This is an optimization exercise on Yosys and OpenROAD, whose aim is small area, a short achievable clock period and few clock cycles per item, not a production implementation.
Power figures rest on the tool's default switching activity, not on a simulated workload.

==> run a <==
// ssvm
module ssvm (
    input  wire        clk,
    input  wire        rst_n,
    input  wire        start,
    input  wire        stop,
    input  wire [15:0] sample_rate,
    input  wire [63:0] prog_len,       
    input  wire [3:0]  active,
    input  wire        req,
    output wire        ready,
    output reg         sample_valid,
    output reg  [15:0] sample_out,
    output reg         run,
    output wire [3:0]  halted,
    output wire [11:0] fault_code,     
    output wire [63:0] fault_pc,       
    output reg         mem_req,
    output reg  [26:0] mem_addr,       
    input  wire        mem_ack,
    input  wire [15:0] mem_rdata
);
Settings: LEC_CHECK=0, CAP_MARGIN=20, CORE_MARGIN=2, CORE_UTILIZATION=40, PLACE_DENSITY=0.6, SLEW_MARGIN=20; clock period 10.0 ns.
run.sh (not shown) runs the stock make flow with config.mk's settings and CLKGATE_MAP_FILE= SYNTH_SCRIPT=/design/flow/synth_recipe.tcl, a recipe that flattens the netlist after the stock synthesis.
==> run b: changes against run a <==
--- a/flow/design.v
+++ b/flow/design.v
@@ -36,29 +36,47 @@
     localparam [2:0] F_ILLEGAL_OPCODE = 3'd1;
     localparam [2:0] F_TRUNCATED      = 3'd2;
     localparam [2:0] F_ILLEGAL_OPER   = 3'd3;
     localparam [2:0] F_UNDEF_ENV      = 3'd4;
     localparam [2:0] F_UNDEF_PENV     = 3'd5;
-    function [13:0] vol_table;
-        input [3:0] i;
-        case (i)
-            4'd0:  vol_table = 14'd8191;
-            4'd1:  vol_table = 14'd6506;
-            4'd2:  vol_table = 14'd5168;
-            4'd3:  vol_table = 14'd4105;
-            4'd4:  vol_table = 14'd3261;
-            4'd5:  vol_table = 14'd2590;
-            4'd6:  vol_table = 14'd2057;
-            4'd7:  vol_table = 14'd1634;
-            4'd8:  vol_table = 14'd1298;
-            4'd9:  vol_table = 14'd1031;
-            4'd10: vol_table = 14'd819;
-            4'd11: vol_table = 14'd651;
-            4'd12: vol_table = 14'd517;
-            4'd13: vol_table = 14'd411;
-            4'd14: vol_table = 14'd326;
-            default: vol_table = 14'd0;
+    function [15:0] sval;
+        input [3:0] v;
+        input       p;
+        case ({p, v})
+            5'd16: sval = 16'h1FFF;
+            5'd17: sval = 16'h196A;
+            5'd18: sval = 16'h1430;
+            5'd19: sval = 16'h1009;
+            5'd20: sval = 16'h0CBD;
+            5'd21: sval = 16'h0A1E;
+            5'd22: sval = 16'h0809;
+            5'd23: sval = 16'h0662;
+            5'd24: sval = 16'h0512;
+            5'd25: sval = 16'h0407;
+            5'd26: sval = 16'h0333;
+            5'd27: sval = 16'h028B;
+            5'd28: sval = 16'h0205;
+            5'd29: sval = 16'h019B;
+            5'd30: sval = 16'h0146;
+            5'd31: sval = 16'h0000;
+            5'd0: sval = 16'hE001;
+            5'd1: sval = 16'hE696;
+            5'd2: sval = 16'hEBD0;
+            5'd3: sval = 16'hEFF7;
+            5'd4: sval = 16'hF343;
+            5'd5: sval = 16'hF5E2;
+            5'd6: sval = 16'hF7F7;
+            5'd7: sval = 16'hF99E;
+            5'd8: sval = 16'hFAEE;
+            5'd9: sval = 16'hFBF9;
+            5'd10: sval = 16'hFCCD;
+            5'd11: sval = 16'hFD75;
+            5'd12: sval = 16'hFDFB;
+            5'd13: sval = 16'hFE65;
+            5'd14: sval = 16'hFEBA;
+            5'd15: sval = 16'h0000;
+            default: sval = 16'h0000;
         endcase
     endfunction
     function [2:0] op_len;
         input [7:0] op;
         case (op)
@@ -125,27 +143,25 @@
     wire due      = !facc[17];
     wire fire     = (take && !due) || (rstate == R_REND) || (rstate == R_SLOW);
     wire first    = (rstate != R_SLOW);
     wire commit   = ((take && due) || (rstate == R_TWAIT)) && tk_rdy;
     wire [8:0] kk = (rstate == R_SLOW) ? kshift : 9'd0;
-    reg  [17:0] contrib  [0:3];
+    reg  [15:0] contrib  [0:3];
     reg  [23:0] ph_next  [0:3];
     reg         ph_cy    [0:3];
     reg  [14:0] lf_next  [0:3];
     reg         more     [0:3];
-    reg  [13:0] amp;
     reg         pos;
     reg  [7:0]  hi;
     reg  [8:0]  cnt;
     reg         s1, s2, nz;
     reg  [14:0] l1, l2;
     integer c;
     always @* begin
         for (c = 0; c < 4; c = c + 1) begin
-            amp  = vol_table(l_vol[c]);
             pos  = l_noise[c] ? lfsr[c][0] : ~phase[c][23];
-            contrib[c] = (l_on[c] && active[c]) ? (pos ? {4'd0, amp} : (18'd0 - {4'd0, amp})) : 18'd0;
+            contrib[c] = l_on[c] ? sval(l_vol[c], pos) : 16'd0;
             {ph_cy[c], ph_next[c]} = {1'b0, phase[c]} + {1'b0, l_inc[c][23:0]};
             hi   = l_inc[c][31:24];
             cnt  = {1'b0, hi} + {8'd0, c24[c]};
             nz   = l_on[c] && l_noise[c];
             if (first) begin
@@ -165,11 +181,28 @@
                 lf_next[c] = l1;
             else
                 lf_next[c] = l2;
         end
     end
-    wire [17:0] mix = contrib[0] + contrib[1] + contrib[2] + contrib[3];
+    wire [15:0] s01 = contrib[0] + contrib[1];
+    wire [15:0] s23 = contrib[2] + contrib[3];
+    reg  [15:0] m01, m23;
+    always @* begin
+        case (active[1:0])
+            2'b00: m01 = 16'd0;
+            2'b01: m01 = contrib[0];
+            2'b10: m01 = contrib[1];
+            default: m01 = s01;
+        endcase
+        case (active[3:2])
+            2'b00: m23 = 16'd0;
+            2'b01: m23 = contrib[2];
+            2'b10: m23 = contrib[3];
+            default: m23 = s23;
+        endcase
+    end
+    wire [15:0] mix = m01 + m23;
     wire        rdone = !(more[0] || more[1] || more[2] || more[3]);
     localparam [4:0] E_OFF   = 5'd0,
                      E_Q1    = 5'd1,
                      E_CH    = 5'd2,
                      E_ELEN  = 5'd3,
@@ -199,18 +232,20 @@
     reg [2:0]  ob;
     reg [15:0] dv;
     reg [2:0]  avail;         
     reg        folded;
     reg [31:0] q1;
+    reg        ack_q;         
+    reg [15:0] rd_q;
     wire [15:0] cur_len = prog_len[ec*16 +: 16];
     wire [15:0] cur_pc  = pc_r[ec];
     wire [15:0] cur_ep  = env_pos[ec];
     wire [15:0] cur_pp  = pen_pos[ec];
     wire [7:0]  cur_eid = env_id[ec];
     wire [7:0]  cur_pid = pen_id[ec];
     wire [15:0] cur_wt  = wait_r[ec];
-    wire [7:0]  rb      = mem_rdata[7:0];
+    wire [7:0]  rb      = rd_q[7:0];
     wire [2:0]  rb_len  = op_len(rb);
     wire [15:0] rem     = cur_len - cur_pc;
     wire [2:0]  pc_x    = (es == E_OPD) ? ob + 3'd1 : ob;
     wire [15:0] pc_add  = cur_pc + {13'd0, pc_x};
     wire [16:0] pos_inc = {1'b0, (es == E_ELEN) ? cur_ep : cur_pp} + 17'd1;
@@ -240,12 +275,15 @@
             sample_valid <= 1'b0;
             mem_req      <= 1'b0;
             es           <= E_OFF;
             tk_rdy       <= 1'b0;
             d_busy       <= 1'b0;
+            ack_q        <= 1'b0;
         end else begin
             sample_valid <= 1'b0;
+            ack_q        <= mem_ack && mem_req;
+            rd_q         <= mem_rdata;
             if (mem_ack)
                 mem_req <= 1'b0;
             if (d_busy) begin
                 d_r   <= d_r2;
                 d_q   <= d_qn;
@@ -274,29 +312,29 @@
                     es       <= E_ELEN;
                 end else begin
                     es <= E_PEN;
                 end
             end
-            E_ELEN: if (mem_ack) begin
+            E_ELEN: if (ack_q) begin
                 mem_req <= 1'b1;
-                if (pos_inc >= {1'b0, mem_rdata}) begin
+                if (pos_inc >= {1'b0, rd_q}) begin
                     mem_addr <= {SP_ENV_HDR, cur_eid, 16'd1};
                     es       <= E_ELOOP;
                 end else begin
                     env_pos[ec] <= pos_inc[15:0];
                     mem_addr    <= {SP_ENV_DAT, cur_eid, pos_inc[15:0]};
                     es          <= E_ELEV;
                 end
             end
-            E_ELOOP: if (mem_ack) begin
-                env_pos[ec] <= mem_rdata;
+            E_ELOOP: if (ack_q) begin
+                env_pos[ec] <= rd_q;
                 mem_req  <= 1'b1;
-                mem_addr <= {SP_ENV_DAT, cur_eid, mem_rdata};
+                mem_addr <= {SP_ENV_DAT, cur_eid, rd_q};
                 es       <= E_ELEV;
             end
-            E_ELEV: if (mem_ack) begin
-                e_vol[ec]   <= level_to_hwvol(mem_rdata);
+            E_ELEV: if (ack_q) begin
+                e_vol[ec]   <= level_to_hwvol(rd_q);
                 es          <= E_PEN;
             end
             E_PEN: begin
                 if (cur_pid != 8'hFF) begin
                     mem_req  <= 1'b1;
@@ -304,29 +342,29 @@
                     es       <= E_PLEN;
                 end else begin
                     es <= E_WAIT;
                 end
             end
-            E_PLEN: if (mem_ack) begin
+            E_PLEN: if (ack_q) begin
                 mem_req <= 1'b1;
-                if (pos_inc >= {1'b0, mem_rdata}) begin
+                if (pos_inc >= {1'b0, rd_q}) begin
                     mem_addr <= {SP_PEN_HDR, cur_pid, 16'd1};
                     es       <= E_PLOOP;
                 end else begin
                     pen_pos[ec] <= pos_inc[15:0];
                     mem_addr    <= {SP_PEN_DAT, cur_pid, pos_inc[15:0]};
                     es          <= E_PVAL;
                 end
             end
-            E_PLOOP: if (mem_ack) begin
-                pen_pos[ec] <= mem_rdata;
+            E_PLOOP: if (ack_q) begin
+                pen_pos[ec] <= rd_q;
                 mem_req  <= 1'b1;
-                mem_addr <= {SP_PEN_DAT, cur_pid, mem_rdata};
+                mem_addr <= {SP_PEN_DAT, cur_pid, rd_q};
                 es       <= E_PVAL;
             end
-            E_PVAL: if (mem_ack) begin
-                dv          <= mem_rdata;
+            E_PVAL: if (ack_q) begin
+                dv          <= rd_q;
                 wret        <= E_WAIT;
                 es          <= E_WDIV;
             end
             E_WAIT: begin
                 folded <= 1'b0;
@@ -354,11 +392,11 @@
                     mem_req  <= 1'b1;
                     mem_addr <= {SP_PROG, 6'd0, ec, cur_pc};
                     es       <= E_OP;
                 end
             end
-            E_OP: if (mem_ack) begin
+            E_OP: if (ack_q) begin
                 opc <= rb;
                 if (rb_len == 3'd0) begin
                     e_fault[ec] <= F_ILLEGAL_OPCODE;
                     e_on[ec]    <= 1'b0;
                     es          <= E_NEXT;
@@ -385,11 +423,11 @@
                     mem_req  <= 1'b1;
                     mem_addr <= {SP_PROG, 6'd0, ec, pc_add};
                     es       <= E_OPD;
                 end
             end
-            E_OPD: if (mem_ack) begin
+            E_OPD: if (ack_q) begin
                 ob <= ob + 3'd1;
                 mem_req  <= 1'b1;
                 mem_addr <= {SP_PROG, 6'd0, ec, pc_add};
                 case (opc)
                 OP_TONE: begin
@@ -488,12 +526,12 @@
                         end
                     endcase
                 end
                 endcase
             end
-            E_TCHK: if (mem_ack) begin
-                if (mem_rdata == 16'd0) begin
+            E_TCHK: if (ack_q) begin
+                if (rd_q == 16'd0) begin
                     e_fault[ec] <= (opc == OP_ENV) ? F_UNDEF_ENV : F_UNDEF_PENV;
                     e_on[ec]    <= 1'b0;
                     es          <= E_NEXT;
                 end else begin
                     if (opc == OP_ENV) begin
@@ -515,12 +553,12 @@
                     es          <= E_ON1R;
                 end else begin
                     es <= E_ON2;
                 end
             end
-            E_ON1R: if (mem_ack) begin
-                e_vol[ec] <= level_to_hwvol(mem_rdata);
+            E_ON1R: if (ack_q) begin
+                e_vol[ec] <= level_to_hwvol(rd_q);
                 es        <= E_ON2;
             end
             E_ON2: begin
                 wret <= E_NDONE;
                 if (cur_pid != 8'hFF) begin
@@ -530,12 +568,12 @@
                     es          <= E_ON2R;
                 end else begin
                     es <= E_WDIV;
                 end
             end
-            E_ON2R: if (mem_ack) begin
-                dv <= mem_rdata;
+            E_ON2R: if (ack_q) begin
+                dv <= rd_q;
                 es <= E_WDIV;
             end
             E_NDONE: begin
                 e_on[ec] <= 1'b1;
                 pc_r[ec] <= pc_add;
==> comparison table <==
Clock insertion delay at the later pin of the skew report: run a 0.75 ns; run b 0.78 ns
Data buffer area share: run a 4.21%; run b 4.08%
Highest-delay cell along the critical path: run a nor4_2; run b and2_1
Number of placement rows: run a 144; run b 147
Simple-gate share of the synthesized area: run a 14.8%; run b 15.3%
Die height: run a 398 um; run b 406 um
Placeable core area: run a 154000 sq um; run b 161000 sq um
Hold Path Origin: run a e_inc[3][31]; run b e_inc[1][29]
X dimension of the die: run a 398 um; run b 406 um
Total routing usage reported by global routing: run a 22.3%; run b 23.0%
Num CTS Buffers: run a 117; run b 120
Area share of the largest cell type after synthesis: run a 41.4%; run b 40.5%
Result of the run: run a finished clean; run b finished clean
Final Worst Setup Slack: run a 3.28 ns; run b 3.14 ns
Clock Pin Slew Worst Setup and Hold Paths: run a 0.06 ns; run b 0.07 ns
EDFF count, synth: run a 858; run b 874
Slew at the pin closest to its max-slew limit: run a 1.17 ns; run b 1.16 ns
Vias in the first global route: run a 44600; run b 47200
Placed cells: run a 7828; run b 8262
Net switching power: run a 2640 uW; run b 3000 uW
No functional check of the RTL was part of any run of this note.

## re-timing with driven ports
In the flow no input, the clock included, has a driving cell. The finished layouts below were timed again as built, in two steps. Step 1 assumes that a clkbuf_16 drives the clock port and a buf_2 every other input. Step 2, shift: input delay + t, output delay - t, t = (earliest + latest rising clock arrival at the registers) / 2. This alone moves slack from input paths to output paths. Three values: ideal ports, drivers, drivers and shift; two values: the first two.
| run | t (ns) | setup WS [ns] | clock arrival spread, ns | slew at the worst register clock pin (ns) | cell pins on the clock port's net |
|---|---|---|---|---|---|
| run a | 0.808 | 3.283 / 3.334 / 2.526 | 0.040 / 0.040 | 0.08 / 0.08 | 1 |
| run b | 0.825 | 3.137 / 3.137 / 3.137 | 0.083 / 0.083 | 0.08 / 0.08 | 1 |
After both steps setup and hold are still met in every run listed. The setup slack of run a, which loses most, moves by +0.051 ns with the drivers and by -0.757 ns with both steps.
